This is an optimization exercise on Yosys and OpenROAD, whose aim is small area, a short achievable clock period and few clock cycles, not a production implementation.
Only simulation tests tie the RTL to the original design; equivalence was not proved.
Power and IR drop assume default switching activity.

build 92:
// stele_codec
module stele_codec (
    input  wire        clk,
    input  wire        rst,
    input  wire        cmd_valid,
    output wire        cmd_ready,
    input  wire        cmd_op,         
    input  wire [31:0] pal0,
    input  wire [31:0] pal1,
    input  wire [31:0] pal2,
    input  wire [1:0]  pal_n,
    input  wire [15:0] width,
    input  wire [15:0] height,
    input  wire [31:0] npix,
    input  wire        px_valid,
    output wire        px_ready,
    input  wire [31:0] px_data,
    output wire        bo_valid,
    input  wire        bo_ready,
    output wire [7:0]  bo_data,
    input  wire        bi_valid,
    output wire        bi_ready,
    input  wire        bi_eos,
    input  wire [7:0]  bi_data,
    output wire        po_valid,
    input  wire        po_ready,
    output wire [31:0] po_data,
    output wire        busy,
    output reg         done,
    output reg         err,
    output wire [3:0]  err_kind,
    output reg  [2:0]  err_detail
);
For scale: ~1,600 cells after synthesis, roughly 270 I/O pins, about 15,000 µm² of cells after synthesis.
export LEC_CHECK = 0
export CAP_MARGIN = 20
export CORE_MARGIN = 2
export CORE_UTILIZATION = 40
export CTS_CLUSTER_DIAMETER = 100
export CTS_CLUSTER_SIZE = 30
export SLEW_MARGIN = 20
create_clock -name core_clock -period 10.0 [get_ports {clk}]
standard.sh (not shown) runs the stock make flow with config.mk's settings and CLKGATE_MAP_FILE= SYNTH_SCRIPT=/design/flow/synth_recipe.tcl, a recipe that flattens the netlist after the stock synthesis.
==> flow/flow/run.sh <==
#!/bin/bash
set -euo pipefail
export BUFFER_PORTS_ARGS="-buffer_cell sky130_fd_sc_hd__buf_2"
export SETUP_SLACK_MARGIN=6.0
bash standard.sh finish > standard_flow.log 2>&1
Testbench counts of build 92, summed over its fixed seeds: cycles 95,056.
> inputs changed (build 92 -> build 96)
--- a/flow/config.mk
+++ b/flow/config.mk
@@ -9,5 +9,3 @@
 export CORE_MARGIN = 2
 export CORE_UTILIZATION = 40
-export CTS_CLUSTER_DIAMETER = 100
-export CTS_CLUSTER_SIZE = 30
 export SLEW_MARGIN = 20
Taking build 92 as the reference, in build 96 vias after detailed routing has increased; sequential share of layout area now smaller; number of flops mapped to enable cells by yosys held steady.
Comparing build 92 with build 96, the detailed-route wire length per cell came out essentially unchanged.
Between build 96 and build 92, the met1 capacity usage during global routing does not differ in any meaningful way.
Comparing build 92 with build 96, the multi-input gate area in the final layout came out essentially unchanged.
Overall track demand over capacity in global routing, build 92 and build 96: higher on build 96
Route | build 96 vs build 92 | wire longer in build 96
For build 8, these inputs were changed with respect to build 96:
==> flow/flow/run.sh <==
#!/bin/bash
set -euo pipefail
export BUFFER_PORTS_ARGS="-buffer_cell sky130_fd_sc_hd__buf_2"
export SETUP_SLACK_MARGIN=7
bash standard.sh finish > standard_flow.log 2>&1
[summary]
Compared with build 96, build 8 shows a higher number of optimization iterations in the first detailed-route pass. The number of multi-input combinational cells on build 96 is in line with that on build 8. Compared with build 96, build 8 shows a pre-CTS worst setup slack that is 0.012 ns higher. The lower number of buffers and inverters on the critical path of build 8 and build 96 is in build 8. Detail-routed net length per standard cell ended up 4.0% higher on build 8 than on build 96. Relative to build 96, hold slack has increased by 0.0072 ns in build 8. The sequential share of layout area of build 8 falls short of that of build 96 by 5.0 points. Wire: build 8 routes more than build 96. Launching instance or port of the critical path: k[0] -> build 8, os[0] -> build 96. Taking build 96 as the reference point, the number of design-rule violations left by the first detailed-router iteration of build 8 rises by 2.2%. Build 8 vs build 96: count of plain and timing-repair buffers up in build 8. Build 96 ended up with po_data[27] as its capturing instance or port of the critical path; build 8 ended up with bo_data[2]. When build 8 is measured against build 96, its proportion of total power due to net switching turns out 0.20 points higher.
The inputs of build 93 differ from those of build 8 as listed below.
==> flow/flow/run.sh <==
#!/bin/bash
# Layout flow: the standard ORFS flow, with the port buffers that
# buffer_ports inserts made plain sky130 buffers.
set -euo pipefail
export BUFFER_PORTS_ARGS="-buffer_cell sky130_fd_sc_hd__buf_2"
bash standard.sh finish > standard_flow.log 2>&1
--- a/flow/config.mk
+++ b/flow/config.mk
@@ -6,6 +6,8 @@
 export NUM_CORES = 4
 export LEC_CHECK = 0
+export ABC_CLOCK_PERIOD_IN_PS = 3000
 export CAP_MARGIN = 20
 export CORE_MARGIN = 2
 export CORE_UTILIZATION = 40
+export SETUP_SLACK_MARGIN = 5
 export SLEW_MARGIN = 20
Notes after the runs:
- Having completed the whole flow, build 93 delivered a layout that passed the timing, design-rule and antenna checks.
- Overall track demand over capacity in global routing (lower): build 93
- [compare] base=build 8 new=build 93: adder and majority cell fraction of the synthesized area now sits at about the same level; share of cell area taken by multi-input logic gates lost 0.45 points; power after layout went down by about 14%; wire length of the first global-routing pass has decreased.
- The destination of the critical timing path comes out bo_data[6] in one run and bo_data[2] in the other, namely in build 93 and build 8 respectively.
- Going from build 8 to build 93, post-CTS repair timing setup buffer count fell by 91, achievable frequency fell by about 12%.


Another version of the RTL of stele_codec (not shown whole).
Size in the first run: roughly 1400 cells after synthesis, about 0.014 sq mm of cells after synthesis.
## stele_codec
module stele_codec (
    input  wire        clk,
    input  wire        rst,
    input  wire        cmd_valid,
    output wire        cmd_ready,
    input  wire        cmd_op,         
    input  wire [31:0] pal0,
    input  wire [31:0] pal1,
    input  wire [31:0] pal2,
    input  wire [1:0]  pal_n,
    input  wire [15:0] width,
    input  wire [15:0] height,
    input  wire [31:0] npix,
    input  wire        px_valid,
    output wire        px_ready,
    input  wire [31:0] px_data,
    output wire        bo_valid,
    input  wire        bo_ready,
    output wire [7:0]  bo_data,
    input  wire        bi_valid,
    output wire        bi_ready,
    input  wire        bi_eos,
    input  wire [7:0]  bi_data,
    output wire        po_valid,
    input  wire        po_ready,
    output wire [31:0] po_data,
    output wire        busy,
    output reg         done,
    output reg         err,
    output wire [3:0]  err_kind,
    output reg  [2:0]  err_detail
);
Settings: LEC_CHECK=0, CAP_MARGIN=20, CORE_MARGIN=2, CORE_UTILIZATION=40, CTS_CLUSTER_DIAMETER=100, CTS_CLUSTER_SIZE=30, SLEW_MARGIN=20; clock period 10.0 ns.
==> flow/flow/run.sh <==
#!/bin/bash
set -euo pipefail
export BUFFER_PORTS_ARGS="-buffer_cell sky130_fd_sc_hd__buf_1"
export SETUP_SLACK_MARGIN=6.1
export SETUP_REPAIR_SEQUENCE="unbuffer,sizedown,sizeup,swap"
bash standard.sh finish > standard_flow.log 2>&1
Testbench counts at the start, summed over its fixed seeds: cycles 95,184.
Change:
==> flow/flow/run.sh (replaced) <==
#!/bin/bash
set -euo pipefail
export BUFFER_PORTS_ARGS="-buffer_cell sky130_fd_sc_hd__buf_1"
export SETUP_SLACK_MARGIN=6.0
bash standard.sh finish > standard_flow.log 2>&1
--- a/flow/config.mk
+++ b/flow/config.mk
@@ -8,5 +8,5 @@
 export CAP_MARGIN = 20
 export CORE_MARGIN = 2
-export CORE_UTILIZATION = 40
+export CORE_UTILIZATION = 55
 export CTS_CLUSTER_DIAMETER = 100
 export CTS_CLUSTER_SIZE = 30
What happened:
- The new run completed without violations
- combinational power hardly moves
- cell count drops by a few percent
- clock power grows by a few percent
- total power falls slightly
- area after synthesis is unchanged
Change:
==> flow/flow/run.sh (replaced) <==
#!/bin/bash
set -euo pipefail
export BUFFER_PORTS_ARGS="-buffer_cell sky130_fd_sc_hd__buf_1"
export SETUP_SLACK_MARGIN=5.8
bash standard.sh finish > standard_flow.log 2>&1
--- a/flow/config.mk
+++ b/flow/config.mk
@@ -8,5 +8,5 @@
 export CAP_MARGIN = 20
 export CORE_MARGIN = 2
-export CORE_UTILIZATION = 55
+export CORE_UTILIZATION = 40
 export CTS_CLUSTER_DIAMETER = 100
 export CTS_CLUSTER_SIZE = 30
Via count rose by 0.82%. Sequential share of layout area fell by 0.46 points. Total power rose by 2.5%. First-iteration DRC count fell by 25%. Utilization fell by 17 points. Die area rose by 37%. Worst setup slack degrades by 0.21 ns. Combinational power stays flat. Sequential power stays flat.
Change:
==> flow/flow/run.sh (replaced) <==
#!/bin/bash
set -euo pipefail
export BUFFER_PORTS_ARGS="-buffer_cell sky130_fd_sc_hd__buf_1"
export SETUP_SLACK_MARGIN=6.0
bash standard.sh finish > standard_flow.log 2>&1
Clock power falls by 16%; routed wire length goes down by 2.1%; via count drops by 1.0%; setup slack gains 0.19 ns.

==> port drivers added, routing unchanged <==
How much do the figures lean on ideal ports? The routed layouts below were timed once more, with nothing changed but the port constraints.
Step 1: set_driving_cell puts a clkbuf_16 on clk and a buf_2 on each other input, an assumption about the parent block.
Step 2, shift: input delay + t, output delay - t, t = (earliest + latest rising clock arrival at the registers) / 2. This alone moves slack from input paths to output paths.
Slacks: no drivers / after step 1 / after step 2; pairs: no drivers / after step 1.
| run | t, ns | setup slack, ns | worst data-port slew with drivers (ns) |
|---|---|---|---|
| build 92 | 0.562 | 6.013 / 5.959 / 5.711 | 0.08 |
| build 96 | 0.607 | 6.003 / 5.952 / 5.610 | 0.08 |
| build 8 | 0.628 | 5.956 / 5.899 / 6.102 | 0.10 |
| build 93 | 0.609 | 5.385 / 5.332 / 5.522 | 0.11 |
| the first run of note 2 | 0.541 | 6.097 / 6.044 / 5.732 | 0.08 |
| the second run of note 2 | 0.546 | 6.091 / 6.041 / 5.587 | 0.07 |
| the third run of note 2 | 0.558 | 5.881 / 5.826 / 5.410 | 0.08 |
| the fourth run of note 2 | 0.542 | 6.071 / 6.017 / 5.613 | 0.10 |
After both steps every run listed still meets setup and hold. The setup slack of the second run of note 2, which loses most, moves by -0.050 ns with the drivers and by -0.504 ns with both steps.
